This design comes from an exercise in tuning for small area, a short achievable clock period and few clock cycles per item on the open sky130 flow, not from production work. The RTL was checked by simulation tests, not by an equivalence proof against the original design.

Design mod_inv_unit, start of the top module:
module mod_inv_unit (
    input  wire        clk,
    input  wire        rst,
    input  wire        in_valid,
    output wire        in_ready,
    input  wire [63:0] in_a,
    input  wire [63:0] in_q,
    output reg         out_valid,
    output wire [63:0] out_r,
    output reg         out_err
);
Settings: LEC_CHECK=0, CAP_MARGIN=10, CORE_MARGIN=2, CORE_UTILIZATION=50, PLACE_DENSITY=0.65, SETUP_SLACK_MARGIN=4, SLEW_MARGIN=10; clock period 10.0 ns.
run.sh (not shown) runs the stock make flow with config.mk's settings and CLKGATE_MAP_FILE= SYNTH_SCRIPT=/design/flow/synth_recipe.tcl, a recipe that flattens the netlist after the stock synthesis.
Testbench counts at the start, summed over its fixed seeds: cycles 65,895, items 1,600.
==> next run, changes <==
Settings changed: CAP_MARGIN 10 to 20, SETUP_SLACK_MARGIN 4 to 4.5, SLEW_MARGIN 10 to 20.
=>
- register-to-register slack gets better by 0.16 ns
- synthesized cell count does not change
- hold slack improves by 0.0093 ns
- final area rose by a few percent
==> next run, changes <==
Settings changed: PLACE_DENSITY 0.65 to 0.72, SETUP_SLACK_MARGIN 4.5 to 4.
After rerunning: Global-route usage falls by 3.4 points. Non-clock buffer count goes down by 58. Via count drops by 2.8%. Wire length decreases by 7.5%.

---

Setup of before:
Another version of the RTL of mod_inv_unit (not shown whole).
Size: ~350 flip-flops, roughly 200 I/O pins, roughly 33000 um^2 of cells after synthesis.
Settings: LEC_CHECK=0, CAP_MARGIN=20, CORE_MARGIN=2, CORE_UTILIZATION=45, SETUP_SLACK_MARGIN=5, SLEW_MARGIN=20; clock period 10.0 ns.
before was carried through to the last stage, and its layout satisfied the timing, DRC and antenna checks.
Testbench counts of before, summed over its fixed seeds: cycles 68,253, items 1,600.
### before -> after
Settings: swapping 45 for 50 in CORE_UTILIZATION; swapping 5 for 4 in SETUP_SLACK_MARGIN; putting PLACE_DENSITY at 0.65 where nothing was set.
==> run notes <==
- Startpoint of the most critical setup path = sel_v$_DFF_P_: after; startpoint of the most critical setup path = sq1$_DFF_P_: before
- Re number of antenna cells inserted: before and after aren't equal, and the higher value belongs to before.
- Worst slack after detailed placement delta (after − before): unfavourable
- Non-clock buffer count: after < before
- In the metrics for before and after, the one carrying the higher routed wire length on met2 is before.
- before vs after, timing endpoint of the critical path: x2[43]$_SDFFCE_PP0P_ vs sq2$_DFF_P_
- Critical path data required time in after vs before: up 0.17 ns
- Delta (after minus before): first-pass GRT wire length down about 8%, minimum clock period after layout increased by 0.27 ns relative to the old numbers.
- Compare before and after | critical path depth lower: after
- [diff] die area, after relative to before: improvement

---

Another version of the RTL of mod_inv_unit (not shown whole).
For scale: ~3500 cells after synthesis, about 360 flip-flops, roughly 0.032 mm² of cells after synthesis.
make LEC_CHECK=0 CAP_MARGIN=20 CORE_MARGIN=2 CORE_UTILIZATION=50 PLACE_DENSITY=0.65 SETUP_SLACK_MARGIN=4 SLEW_MARGIN=20 finish   # period 10.0 ns
Testbench counts at the start, summed over its fixed seeds: cycles 66,210, items 1,600.
Edit:
- SETUP_SLACK_MARGIN: 4 -> 4.5
=>
- hold slack is worse by 0.010 ns
- first-iteration DRC count rose by 4.5%
- die area stays the same
- non-clock buffer count rose by 104
- via count rose by 3.3%
- synthesized cell count stays the same

---

## main
Another version of the RTL of mod_inv_unit (not shown whole).
Size in the first run: ~3800 cells after synthesis, roughly 200 I/O pins, roughly 0.033 mm2 of cells after synthesis.
clock: 10.0 ns
lec_check: 0
cap_margin: 20
core_margin: 2
core_utilization: 65
place_density: 0.75
setup_slack_margin: 4
slew_margin: 20
In the summary table, main is marked failed, with error GRT-0232 raised in 5_1_grt.
Testbench counts of main, summed over its fixed seeds: cycles 68,253, items 1,600.
### main -> the feature branch
Settings: swapping 4 for 5 in SETUP_SLACK_MARGIN; swapping 65 for 70 in CORE_UTILIZATION; swapping 0.75 for 0.8 in PLACE_DENSITY.
==> run notes <==
Number of cell rows went down by a few percent going from main to the feature branch.
From main to the feature branch the numbers moved as follows: post-detailed-placement cell area stayed essentially flat, die outline height shrank by about 3.6%, pre-CTS worst setup slack went down by 160 ps.
The log for the feature branch ends in 5_1_grt with error GRT-0116, so the run never completed.

---

orange:
The RTL this note starts from:
==> flow/design.v <==
module mod_inv_unit (
    input  wire        clk,
    input  wire        rst,
    input  wire        in_valid,
    output wire        in_ready,
    input  wire [63:0] in_a,
    input  wire [63:0] in_q,
    output reg         out_valid,
    output wire [63:0] out_r,
    output reg         out_err
);
    reg        busy;
    reg        x1c;        
    reg        x2c;        
    reg [62:0] q_r;
    reg [63:0] u;
    reg [63:0] v;
    reg [63:0] x1;
    reg [63:0] x2;
    reg        uz;         
    reg        vz;         
    reg        u1;         
    reg        v1;         
    reg [1:0]  mk_1;
    reg [1:0]  mk_2;
    reg [1:0]  mk_s;
    reg [1:0]  mk_a;
    reg        sh;         
    reg        sel_v;      
    reg        same;       
    reg        e1;         
    reg        e2;
    reg        sp1, sp2, sp1i, sq1, sq1i, sq2, qinv;
    reg        dn;         
    reg        t0;         
    reg        psgn;       
    reg        k1on;       
    reg        jx0, jx1, jx2, jx3;
    assign out_r = x1;
    wire done   = busy && (uz || vz || u1 || v1);
    wire step   = busy && !done;
    assign in_ready = !busy || done;
    wire accept = in_valid && in_ready;
    wire load   = !busy || done;
    wire [64:0] ua   = (sh && sel_v) ? {v[63], v} : {u[63], u};
    wire [64:0] ub   = sh ? 65'd0 : ({v[63], v} ^ {65{same}});
    wire [64:0] e    = ua + ub + {64'd0, !sh && same};
    wire j1  = e1;
    wire j2  = !e1 && e2;
    wire j3  = !e1 && !e2;
    wire [63:0] r   = j1 ? e[64:1] : j2 ? {e[64], e[64:2]} : {{2{e[64]}}, e[64:3]};
    wire dneg = e[64] ^ u[63];
    wire ez   = (e[64:1] == 64'd0);
    wire wu   = step && (sh ? !sel_v : !dneg);
    wire wv   = step && (sh ?  sel_v :  dneg);
    wire [63:0] p  = (x1 & {64{sp1}}) | (x2 & {64{sp2}}) | {63'd0, sp1i};
    wire [63:0] qq = ((x1 & {64{sq1}}) | (x2 & {64{sq2}}) | {63'd0, sq1i}) ^ {64{qinv}};
    wire [1:0] mk = sh ? (sel_v ? mk_2 : mk_1) : (same ? mk_s : mk_a);
    wire neg2 = !dn && ((j1 && t0 && !psgn) || (j2 && mk[0]) ||
                        (j3 && mk[1] && mk[0]));
    wire pos2 = !dn && j3 && !mk[1] && mk[0];
    wire neg4 = !dn && j3 && mk[1] && !mk[0];
    wire k2n  = neg2 || neg4;
    wire [66:0] k1  = k1on ? {4'd0, q_r} : 67'd0;
    wire [66:0] k2  = (((pos2 || neg2) ? {3'd0, q_r, 1'd0} : 67'd0) |
                       (neg4 ? {2'd0, q_r, 2'd0} : 67'd0)) ^ {67{k2n}};
    wire [66:0] p67 = {{3{p[63]}}, p};
    wire [66:0] q67 = {{3{qq[63]}}, qq};
    wire [66:0] s1 = p67 ^ q67 ^ k1;
    wire [66:0] c1 = {(p67[65:0] & q67[65:0]) | (p67[65:0] & k1[65:0]) |
                      (q67[65:0] & k1[65:0]), qinv};
    wire [66:0] s2 = s1 ^ c1 ^ k2;
    wire [66:0] c2 = {(s1[65:0] & c1[65:0]) | (s1[65:0] & k2[65:0]) |
                      (c1[65:0] & k2[65:0]), k2n};
    wire [66:0] t  = s2 + c2;
    wire [63:0] y  = ({64{jx0}} & t[63:0]) | ({64{jx1}} & t[64:1]) |
                     ({64{jx2}} & t[65:2]) | ({64{jx3}} & t[66:3]);
    wire [2:0] nx1 = load ? 3'd1 : wu ? y[2:0] : x1c ? 3'd1 : x1[2:0];
    wire [2:0] nx2 = load ? 3'd0 : wv ? y[2:0] : x2c ? 3'd0 : x2[2:0];
    wire [2:1] nq  = load ? in_q[2:1] : q_r[2:1];
    function [1:0] mkf(input [2:0] tt, input [2:1] qv);
        reg qa, qb;
        begin
            qa = !qv[1];
            qb = !qv[2];
            mkf[0] = tt[1] ^ (qa & tt[0]);
            mkf[1] = tt[2] ^ (qa & tt[1]) ^ (qb & tt[0]) ^ (qa & tt[1] & tt[0]);
        end
    endfunction
    wire [2:0] nu = load ? in_a[2:0] : wu ? r[2:0] : u[2:0];
    wire [2:0] nv = load ? in_q[2:0] : wv ? r[2:0] : v[2:0];
    wire nsame = load ? (in_a[63] == in_q[63]) : ((wv && !sh) ? 1'b0 : same);
    wire nsh   = !nu[0] || !nv[0];
    wire nselv = nu[0];
    wire [2:1] nvb = nv[2:1] ^ {2{nsame}};
    wire ne1 = nsh ? (nselv ? nv[1] : nu[1]) : !(nu[1] ^ nvb[1]);
    wire ne2 = nsh ? (nselv ? nv[2] : nu[2]) : (nu[2] ^ nvb[2] ^ (nu[1] | nvb[1]));
    wire [2:0] nts = nx1 - nx2;
    wire nbusy = !rst && (accept || (busy && !done));
    wire nx1c  = load || (x1c && !wu);
    wire nx2c  = load || (x2c && !wv);
    wire nuz   = load ? 1'b0 : wu ? ez : uz;
    wire nvz   = load ? 1'b0 : wv ? ez : vz;
    wire nu1   = !load && (u == 64'd1 || u == {64{1'b1}}) && !nuz;
    wire nv1   = !load && (v == 64'd1 || v == {64{1'b1}}) && !nvz;
    wire ndone = nbusy && (nuz || nvz || nu1 || nv1);
    wire nstep = nbusy && !(nuz || nvz || nu1 || nv1);
    wire ntu   = nu1 || nvz;
    wire nt0   = nsh ? (nselv ? nx2[0] : nx1[0]) : (nx1[0] ^ nx2[0]);
    wire nx1s  = !(load || x1c) && x1[63];
    wire nx2s  = !(load || x2c) && x2[63];
    wire nus   = load ? in_a[63] : u[63];
    wire nvs   = load ? in_q[63] : v[63];
    wire nkd   = ntu ? (nx1s ^ nus) : (nx2s ^ nvs);
    wire nw63  = ntu ? nus : nvs;
    wire [2:0] nta = nx1 + nx2;
    always @(posedge clk) begin
        if (rst) begin
            busy      <= 1'b0;
            out_valid <= 1'b0;
        end else begin
            out_valid <= done;
            if (accept)    busy <= 1'b1;
            else if (done) busy <= 1'b0;
        end
        if (done) out_err <= !(u1 || v1);
        if (load) begin
            q_r  <= in_q[62:0];
            u    <= in_a;
            v    <= in_q;
            uz   <= 1'b0;
            vz   <= 1'b0;
            u1   <= 1'b0;
            v1   <= 1'b0;
        end else begin
            if (wu) begin u <= r; uz <= ez; end
            if (wv) begin v <= r; vz <= ez; end
            u1 <= nu1;
            v1 <= nv1;
        end
        if (done || wu) x1 <= y;
        if (wv)         x2 <= y;
        x1c <= nx1c;
        x2c <= nx2c;
        sp1   <= nstep && !nx1c && !(nsh && nselv);
        sp2   <= nstep && !nx2c && nsh && nselv;
        sp1i  <= nstep && nx1c && !(nsh && nselv);
        sq1   <= ndone && ntu && !nx1c;
        sq1i  <= ndone && ntu && nx1c;
        sq2   <= (ndone ? !ntu : (nstep && !nsh)) && !nx2c;
        qinv  <= ndone ? nw63 : (nstep && !nsh && nsame);
        dn    <= ndone;
        t0    <= nt0;
        k1on  <= ndone ? nkd : nt0;
        psgn  <= wu ? (nx2s ^ nsame) : nx1s;
        jx0   <= ndone;
        jx1   <= !ndone && ne1;
        jx2   <= !ndone && !ne1 && ne2;
        jx3   <= !ndone && !ne1 && !ne2;
        sh    <= nsh;
        sel_v <= nselv;
        same  <= nsame;
        e1    <= ne1;
        e2    <= ne2;
        mk_1 <= mkf(nx1, nq);
        mk_2 <= mkf(nx2, nq);
        mk_s <= mkf(nts, nq);
        mk_a <= mkf(nta, nq);
    end
endmodule
Settings: LEC_CHECK=0, CAP_MARGIN=20, CORE_MARGIN=2, CORE_UTILIZATION=50, PLACE_DENSITY=0.65, SETUP_SLACK_MARGIN=4, SLEW_MARGIN=20; clock period 10.0 ns.
orange: flow completed, timing, DRC and antenna clean
Testbench counts of orange, summed over its fixed seeds: cycles 65,895, items 1,600.
### orange -> green
- PLACE_DENSITY changed from 0.65 to 0.6
- CORE_UTILIZATION changed from 50 to 45
--- outcome ---
- green: no failed stages, no open violations at the end
- green drops fewer vias than orange.
- Compared with orange, green shows a area of all placed cells without fillers that is 570 µm² higher.
- Summary: with orange as the reference, final cell count without fillers in green moved up by a few percent.
- From orange to green the numbers moved as follows: detailed placement HPWL went up by about 3.3%, core utilization of the finished layout went down by 5.2 points.

==> port drivers added, routing unchanged <==
Ports are ideal in the flow. The routed layouts listed here were re-timed in OpenROAD.
Step 1, drivers: a clkbuf_16 drives clk and a buf_2 each remaining input, both assumed.
Step 2, shift: input delay + t, output delay - t, t = (earliest + latest rising clock arrival at the registers) / 2. This alone moves slack from input paths to output paths.
Slacks: ideal ports / drivers / drivers and shift; pairs: ideal ports / drivers.
| run | t, ns | slack for setup (ns) | worst slew at a driven data input, ns |
|---|---|---|---|
| the first run of note 1 | 0.629 | 4.065 / 4.065 / 4.065 | 0.12 |
| the second run of note 1 | 0.635 | 4.228 / 4.228 / 4.228 | 0.07 |
| the third run of note 1 | 0.649 | 3.968 / 3.968 / 3.968 | 0.05 |
| before | 0.659 | 4.296 / 4.296 / 4.296 | 0.05 |
| after | 0.663 | 4.024 / 4.024 / 4.024 | 0.06 |
| the first run of note 3 | 0.666 | 4.120 / 4.120 / 4.120 | 0.05 |
| the second run of note 3 | 0.651 | 4.095 / 4.095 / 4.095 | 0.05 |
| orange | 0.632 | 3.999 / 3.999 / 3.999 | 0.14 |
| green | 0.635 | 3.949 / 3.949 / 3.949 | 0.14 |
After both steps setup and hold are still met in every run listed.
